Background: an optimization exercise with open tools, aiming at small area. Do not read the settings as production practice.
Only simulation tests tie the RTL to the original design; equivalence was not proved.
Power is estimated from default activity; no workload was simulated.

`design/flow/config.mk`:
```
export PLATFORM = sky130hd
export DESIGN_NAME = coolstat_bridge
export DESIGN_NICKNAME = coolstat_bridge
export VERILOG_FILES = /design/flow/design.v
export SDC_FILE = /design/flow/constraint.sdc
export NUM_CORES = 4
export LEC_CHECK = 0
export CAP_MARGIN = 20
export CORE_MARGIN = 2
export CORE_UTILIZATION = 40
export PLACE_DENSITY = 0.6
export SLEW_MARGIN = 20
```
`design/flow/constraint.sdc`:
```
create_clock -name core_clock -period 10.0 [get_ports {clk}]
set_input_delay 2.0000 -clock core_clock [delete_from_list [all_inputs] [get_ports {clk}]]
set_output_delay 2.0000 -clock core_clock [all_outputs]
set_load 0.01 [all_outputs]
```
`design/flow/design.v`:
```
module cs_decoder #(
    parameter MAX_FRAME_TICKS = 110,
    parameter CNT_W           = 7
) (
    input  wire       clk,
    input  wire       rst,
    input  wire       step,       
    input  wire       a,          
    output wire       deliver,    
    output wire [7:0] frame,      
    output wire       timeout     
);
    localparam [1:0] IDLE = 2'b00, LEAD = 2'b01, LOWC = 2'b10, HIGHC = 2'b11;
    reg [1:0]       d_state;
    reg [CNT_W-1:0] d_tif;
    reg [CNT_W-1:0] d_low;
    reg [CNT_W-1:0] d_high;
    reg [3:0]       d_nbits;
    reg [7:0]       d_acc;
    wire [CNT_W-1:0] tif_next = d_tif + 1'b1;
    wire             over     = (d_state != IDLE) && (tif_next > MAX_FRAME_TICKS);
    wire             bit_val  = (d_low > d_high);
    wire [7:0]       acc_next = {d_acc[6:0], bit_val};
    wire             bit_end  = (d_state == HIGHC) && !over && !a;
    assign timeout = step && over;
    assign deliver = step && bit_end && (d_nbits == 4'd7);
    assign frame   = acc_next;
    always @(posedge clk) begin
        if (rst) begin
            d_state <= IDLE;
            d_tif   <= {CNT_W{1'b0}};
            d_low   <= {CNT_W{1'b0}};
            d_high  <= {CNT_W{1'b0}};
            d_nbits <= 4'd0;
            d_acc   <= 8'd0;
        end else if (step) begin
            if (d_state == IDLE) begin
                if (a) begin
                    d_state <= LEAD;
                    d_tif   <= 1;
                    d_nbits <= 4'd0;
                    d_acc   <= 8'd0;
                end
            end else begin
                d_tif <= tif_next;
                if (over) begin
                    d_state <= IDLE;
                end else begin
                    case (d_state)
                        LEAD: if (!a) begin
                            d_state <= LOWC;
                            d_low   <= {CNT_W{1'b0}};
                            d_high  <= {CNT_W{1'b0}};
                        end
                        LOWC: if (!a) d_low <= d_low + 1'b1;
                              else    d_state <= HIGHC;
                        default:  
                            if (a) begin
                                d_high <= d_high + 1'b1;
                            end else begin
                                d_acc   <= acc_next;
                                d_nbits <= d_nbits + 1'b1;
                                if (d_nbits == 4'd7) begin
                                    d_state <= IDLE;
                                end else begin
                                    d_state <= LOWC;
                                    d_low   <= {CNT_W{1'b0}};
                                    d_high  <= {CNT_W{1'b0}};
                                end
                            end
                    endcase
                end
            end
        end
    end
endmodule
module cs_filter #(
    parameter HOLD_WINDOW = 80,
    parameter HOLD_W      = 7
) (
    input  wire       clk,
    input  wire       rst,
    input  wire       apply,      
    input  wire [7:0] in_frame,
    output wire [7:0] out_frame
);
    reg              f_seen;
    reg              f_last_pump;
    reg [1:0]        f_last_fan;
    reg [HOLD_W-1:0] f_hold_pump;
    reg [HOLD_W-1:0] f_hold_fan;
    wire       pump = in_frame[1];
    wire [1:0] fan  = (in_frame[3:2] == 2'b11) ? 2'b10 : in_frame[3:2];
    wire pump_hold   = f_seen && (f_hold_pump != 0);
    wire fan_hold    = f_seen && (f_hold_fan  != 0);
    wire pump_accept = f_seen && !pump_hold && (pump != f_last_pump);
    wire fan_accept  = f_seen && !fan_hold  && (fan  != f_last_fan);
    wire       pump_out = pump_hold ? f_last_pump : pump;
    wire [1:0] fan_out  = fan_hold  ? f_last_fan  : fan;
    assign out_frame = {in_frame[7:4], fan_out, pump_out, in_frame[0]};
    always @(posedge clk) begin
        if (rst) begin
            f_seen      <= 1'b0;
            f_last_pump <= 1'b0;
            f_last_fan  <= 2'b00;
            f_hold_pump <= {HOLD_W{1'b0}};
            f_hold_fan  <= {HOLD_W{1'b0}};
        end else if (apply) begin
            if (!f_seen) begin
                f_seen      <= 1'b1;
                f_last_pump <= pump;
                f_last_fan  <= fan;
                f_hold_pump <= {HOLD_W{1'b0}};
                f_hold_fan  <= {HOLD_W{1'b0}};
            end else begin
                if (pump_hold) begin
                    f_hold_pump <= f_hold_pump - 1'b1;
                end else if (pump_accept) begin
                    f_last_pump <= pump;
                    f_hold_pump <= HOLD_WINDOW;
                end
                if (fan_hold) begin
                    f_hold_fan <= f_hold_fan - 1'b1;
                end else if (fan_accept) begin
                    f_last_fan <= fan;
                    f_hold_fan <= HOLD_WINDOW;
                end
            end
        end
    end
endmodule
module cs_encoder #(
    parameter LEAD_TICKS  = 20,
    parameter SHORT_TICKS = 3,
    parameter LONG_TICKS  = 7,
    parameter PTR_W       = 5
) (
    input  wire       clk,
    input  wire       rst,
    input  wire       step,
    input  wire       s_valid,
    input  wire [7:0] s_frame,
    output wire       pickup,     
    output wire       level       
);
    localparam [1:0] IDLE = 2'b00, START = 2'b01, ACT = 2'b10, INACT = 2'b11;
    reg [1:0]       e_state;
    reg [PTR_W-1:0] e_ptr;
    reg [3:0]       e_bs;
    reg [7:0]       e_tx;
    wire cur_bit = e_tx[3'd7 - e_bs[2:0]];
    assign pickup = step && (e_state == IDLE) && s_valid;
    assign level  = (e_state == START) || (e_state == ACT);
    always @(posedge clk) begin
        if (rst) begin
            e_state <= IDLE;
            e_ptr   <= {PTR_W{1'b0}};
            e_bs    <= 4'd0;
            e_tx    <= 8'd0;
        end else if (step) begin
            case (e_state)
                IDLE: if (s_valid) begin
                    e_tx    <= s_frame;
                    e_state <= START;
                end
                START: begin
                    e_ptr   <= LEAD_TICKS;
                    e_bs    <= 4'd0;
                    e_state <= ACT;
                end
                ACT: begin
                    if (e_ptr > 1) begin
                        e_ptr <= e_ptr - 1'b1;
                    end else if (e_bs == 4'd8) begin
                        e_ptr   <= {PTR_W{1'b0}};
                        e_state <= IDLE;
                    end else begin
                        e_ptr   <= cur_bit ? LONG_TICKS : SHORT_TICKS;
                        e_state <= INACT;
                    end
                end
                default: begin  
                    if (e_ptr > 1) begin
                        e_ptr <= e_ptr - 1'b1;
                    end else begin
                        e_ptr   <= cur_bit ? SHORT_TICKS : LONG_TICKS;
                        e_bs    <= e_bs + 1'b1;
                        e_state <= ACT;
                    end
                end
            endcase
        end
    end
endmodule
module coolstat_bridge #(
    parameter MAX_FRAME_TICKS = 110,
    parameter LEAD_TICKS      = 20,
    parameter SHORT_TICKS     = 3,
    parameter LONG_TICKS      = 7,
    parameter HOLD_WINDOW     = 80,
    parameter POL_IN          = 0,
    parameter POL_OUT         = 0,
    parameter CNT_W           = 7,
    parameter PTR_W           = 5,
    parameter HOLD_W          = 7
) (
    input  wire       clk,
    input  wire       rst,
    input  wire       tick,
    input  wire       in_pin,
    output wire       out_pin,
    output wire       diag_frame_valid,
    output wire [7:0] diag_frame_raw,
    output wire [7:0] diag_frame_out,
    output wire       diag_timeout
);
    wire step = tick && !rst;
    wire a    = in_pin ^ POL_IN[0];
    wire       deliver;
    wire [7:0] raw;
    wire       timeout;
    wire [7:0] filtered;
    wire       pickup;
    wire       level;
    cs_decoder #(.MAX_FRAME_TICKS(MAX_FRAME_TICKS), .CNT_W(CNT_W)) u_dec (
        .clk(clk), .rst(rst), .step(step), .a(a),
        .deliver(deliver), .frame(raw), .timeout(timeout)
    );
    cs_filter #(.HOLD_WINDOW(HOLD_WINDOW), .HOLD_W(HOLD_W)) u_flt (
        .clk(clk), .rst(rst), .apply(deliver),
        .in_frame(raw), .out_frame(filtered)
    );
    reg       s_valid;
    reg [7:0] s_frame;
    always @(posedge clk) begin
        if (rst) begin
            s_valid <= 1'b0;
            s_frame <= 8'd0;
        end else if (deliver) begin
            s_valid <= 1'b1;
            s_frame <= filtered;
        end else if (pickup) begin
            s_valid <= 1'b0;
        end
    end
    cs_encoder #(.LEAD_TICKS(LEAD_TICKS), .SHORT_TICKS(SHORT_TICKS),
                 .LONG_TICKS(LONG_TICKS), .PTR_W(PTR_W)) u_enc (
        .clk(clk), .rst(rst), .step(step),
        .s_valid(s_valid), .s_frame(s_frame),
        .pickup(pickup), .level(level)
    );
    assign out_pin          = level ^ POL_OUT[0];
    assign diag_frame_valid = deliver;
    assign diag_frame_raw   = deliver ? raw      : 8'd0;
    assign diag_frame_out   = deliver ? filtered : 8'd0;
    assign diag_timeout     = timeout;
endmodule
```
`design/flow/run.sh`:
```
#!/bin/bash
# synth_recipe.tcl (not shown) runs the flow's synth.tcl, then flattens the netlist and writes it again
# the make line also repeats each setting of config.mk as NAME=value (left out here)
make -C /OpenROAD-flow-scripts/flow DESIGN_CONFIG=/design/flow/config.mk WORK_HOME=/design/flow/orfs CLKGATE_MAP_FILE= SYNTH_SCRIPT=/design/flow/synth_recipe.tcl finish
```
==> impl_metrics.tcl <==
set metrics [dict create \
    rows 38 \
    core_um2 10940 \
    finalCritPeriodShare_pct 70.68 \
    ir_drop_mv 0.06355 \
    hp-class "flop to flop" \
    finalSetupViolCount 0 \
    yosys.area.top_type "dfxtp_1" \
    die_h_um 110.3 \
    cts_tree "yes" \
    wl_um 10020 \
    final_nets 589 \
    fin_cells 703 \
    dp_hpwl_um 6871 \
    drv_cap 0 \
    mostFrequentLayoutCell "dfxtp_1" \
    vias_per_cell 5.563 \
    root_buffer "clkbuf_16" \
    multi_input_area_um2 2618 \
    grt_max_degree 76 \
    n_antenna_cell 0 \
    drt_pass1_iterations 5 \
    required_ns 8.00 \
    drc 0 \
    finalClockSkew_ns 0.006401 \
    grt_pass1_vias 3673 \
    wl_per_cell_um 14.25 \
    netlist_area_um2 4518 \
    synth.distinct_cells 67 \
    numCtsBuffers 9 \
    synth_nets 585 \
    ioPinCount 23 \
    yosysWarnings 4 \
    path_class "primary input to primary output" \
    vias 3911 \
    grt_pass1_wl_um 17050 \
    areaGrowthSynthToFinish_pct 12.46 \
    rsz0062_at_grt "no" \
    synth_area_leaders "dfxtp_1, ha_1, a21oi_1" \
    area.sequential_um2 1602 \
    start_util_pct 41.32 \
    numPortBuffers 22 \
    ant_nets 0 \
    grt_use_total_pct 17.70 \
    status "finished clean" \
    ys_seq_elements 80 \
    path_clk_slew_ns 0.06 \
    layout_common_cells "dfxtp_1, nand2_1, a21oi_1" \
    cp-start-kind "primary input" \
    grt.overflow.total 0 \
    insertion_delay_ns 0.34 \
    synth_edf_count 0 \
    drt-initial-drc-count 275 \
    die_w_um 110.3 \
    p_per_area_nw_per_um2 134.4 \
    fmax_mhz 141.5 \
    cts_max_path_buffers 2 \
    gp_congestion 0.8020 \
    tightest_slew_ns 0.9365 \
    critPathCaptureType "primary output" \
    syn_inst 554 \
    finalCriticalPeriod_ns 7.068 \
    power.leakage_nw 1.844 \
    ys_seq_area_share_pct 35.45 \
    fillers 1101 \
    finalHoldViolations 0 \
    cts-htree-levels 3 \
    arrival_ns 5.07 \
    synth.top_cell.area_share_pct 35.45 \
    async_flop_share_pct 0 \
    layout-drive-gt1-share_pct 6.572 \
    antenna_found_initial 0 \
    path_max_fanout 31 \
    cts_sinks 80 \
    synth_area_per_cell_um2 8.155 \
    post-cts-setup-buffers 0 \
    synth_flop_cell "dfxtp_1" \
    slew_viol_final 0 \
    finalSetupTns_ns 0 \
    slew_headroom_pct 37.57 \
    post_cts_resized 0 \
    dieArea_um2 12160 \
    place_inst 687 \
    holdBufCountCts 0 \
]
## state kept, by name, summed over array words and instances (netlist names)
signal,flops
s_frame,8
u_enc.e_tx,8
u_dec.d_acc,7
u_dec.d_high,7
u_dec.d_low,7
u_dec.d_tif,7
u_flt.f_hold_fan,7
u_flt.f_hold_pump,7
u_enc.e_ptr,5
u_dec.d_nbits,4
u_enc.e_bs,4
u_dec.d_state,2
u_enc.e_state,2
u_flt.f_last_fan,2
s_valid,1
u_flt.f_last_pump,1
u_flt.f_seen,1
## final timing paths
check	from	end	slack (ns)	cells after the start
min reg2reg	s_frame[7]$_SDFFE_PP0P_	s_frame[7]$_SDFFE_PP0P_	0.46	2
min	s_frame[7]$_SDFFE_PP0P_	s_frame[7]$_SDFFE_PP0P_	0.46	2
max	tick	diag_frame_raw[5]	2.93	10
max reg2reg	u_dec.d_tif[0]$_SDFFE_PP0P_	u_flt.f_hold_fan[1]$_SDFFE_PP0P_	7.13	8
## per-layer routing
layer	routed length, um	track usage [%]	part of all wire (%)	up-vias
li1	-	-	-	2006
met1	5025	23.42	50	1839
met2	4531	28.26	45	53
met3	318	3.645	3.2	13
met4	143	6.964	1.4	0
met5	0	0	0	-
## worst max-delay path: stages
cell             delay [ns]
clkdlybuf4s50_1        0.78
nand2b_1               0.29
nor3_1                 0.19
nand2_1                0.07
a31o_1                 0.50
inv_1                  0.14
buf_4                  0.32
nand2_1                0.15
inv_1                  0.09
clkdlybuf4s50_1        0.53
## per-stage QoR
stage               hold slack [ns]  setup WS (ns)  instance area [um2]  utilization, %  total power [mW]
floorplan                    0.4321          4.686                 4518               -            0.3456
global placement             0.4428          2.954                 4775           43.66            0.3524
detailed placement           0.4465          2.908                 4775           43.66            0.3530
CTS                          0.4561          2.898                 5081           46.46            0.6916
global route                 0.4728          2.566                 5081           46.46            0.7078
finish                       0.4564          2.932                 5081           46.46            0.6831
## cell usage after synthesis, drive strengths merged (8+ instances only)
library cell  number
dfxtp             80
nand2             74
a21oi             55
inv               39
nor2              38
ha                27
o21ai             26
nand3             21
clkbuf            18
buf               13
nor3              11
or3                9
nand3b             8
o31ai              8
or4                8
## cells by family (layout without fill, tap and decap cells)
family | Yosys count | in the layout | share of synthesized area (%)
XOR/XNOR | 8 | 8 | 1.551
adder cells (fa/ha/maj) | 27 | 27 | 7.477
AND/OR/NAND/NOR | 207 | 207 | 22.60
buffers and inverters | 71 | 80 | 6.619
multiplexers | 10 | 10 | 2.825
AO/OA/AOI/OAI | 151 | 151 | 23.48
flip-flops | 80 | 80 | 35.45
## report_power, final
| group | internal (mW) | switching (mW) | total, mW |
|---|---|---|---|
| clock | 0.201 | 0.136 | 0.337 |
| sequential | 0.320 | 0.00104 | 0.321 |
| combinational | 0.00635 | 0.0189 | 0.0253 |
| total | 0.527 | 0.156 | 0.683 |
## final cells by class
cell class,instances,area share (%)
Multi-Input combinational cell,403,51.51
Sequential cell,80,31.52
Clock buffer,10,4.703
Timing Repair Buffer,24,4.531
Tap cell,140,3.447
Inverter,40,2.955
Clock inverter,6,1.330

## static timing again, ports no longer ideal
Ports are ideal in the flow. The routed layout listed here was re-timed in OpenROAD. Step 1, drivers: a clkbuf_16 drives clk and a buf_2 each remaining input, both assumed. Step 2 also shifts input and output timing later by t, the mid clock arrival at the registers, as if the neighbouring blocks saw the same clock. a / b / c = no drivers / after step 1 / after step 2; a / b = the first two.
t (ns): 0.376
slack for setup (ns): 2.932 / 2.907 / 2.907
worst hold slack (ns): 0.456 / 0.456 / 0.456
worst setup path at the end: input to output
After both steps this run still meets setup and hold. For this run, drivers alone change the setup slack by -0.025 ns; drivers and shift together by -0.025 ns.
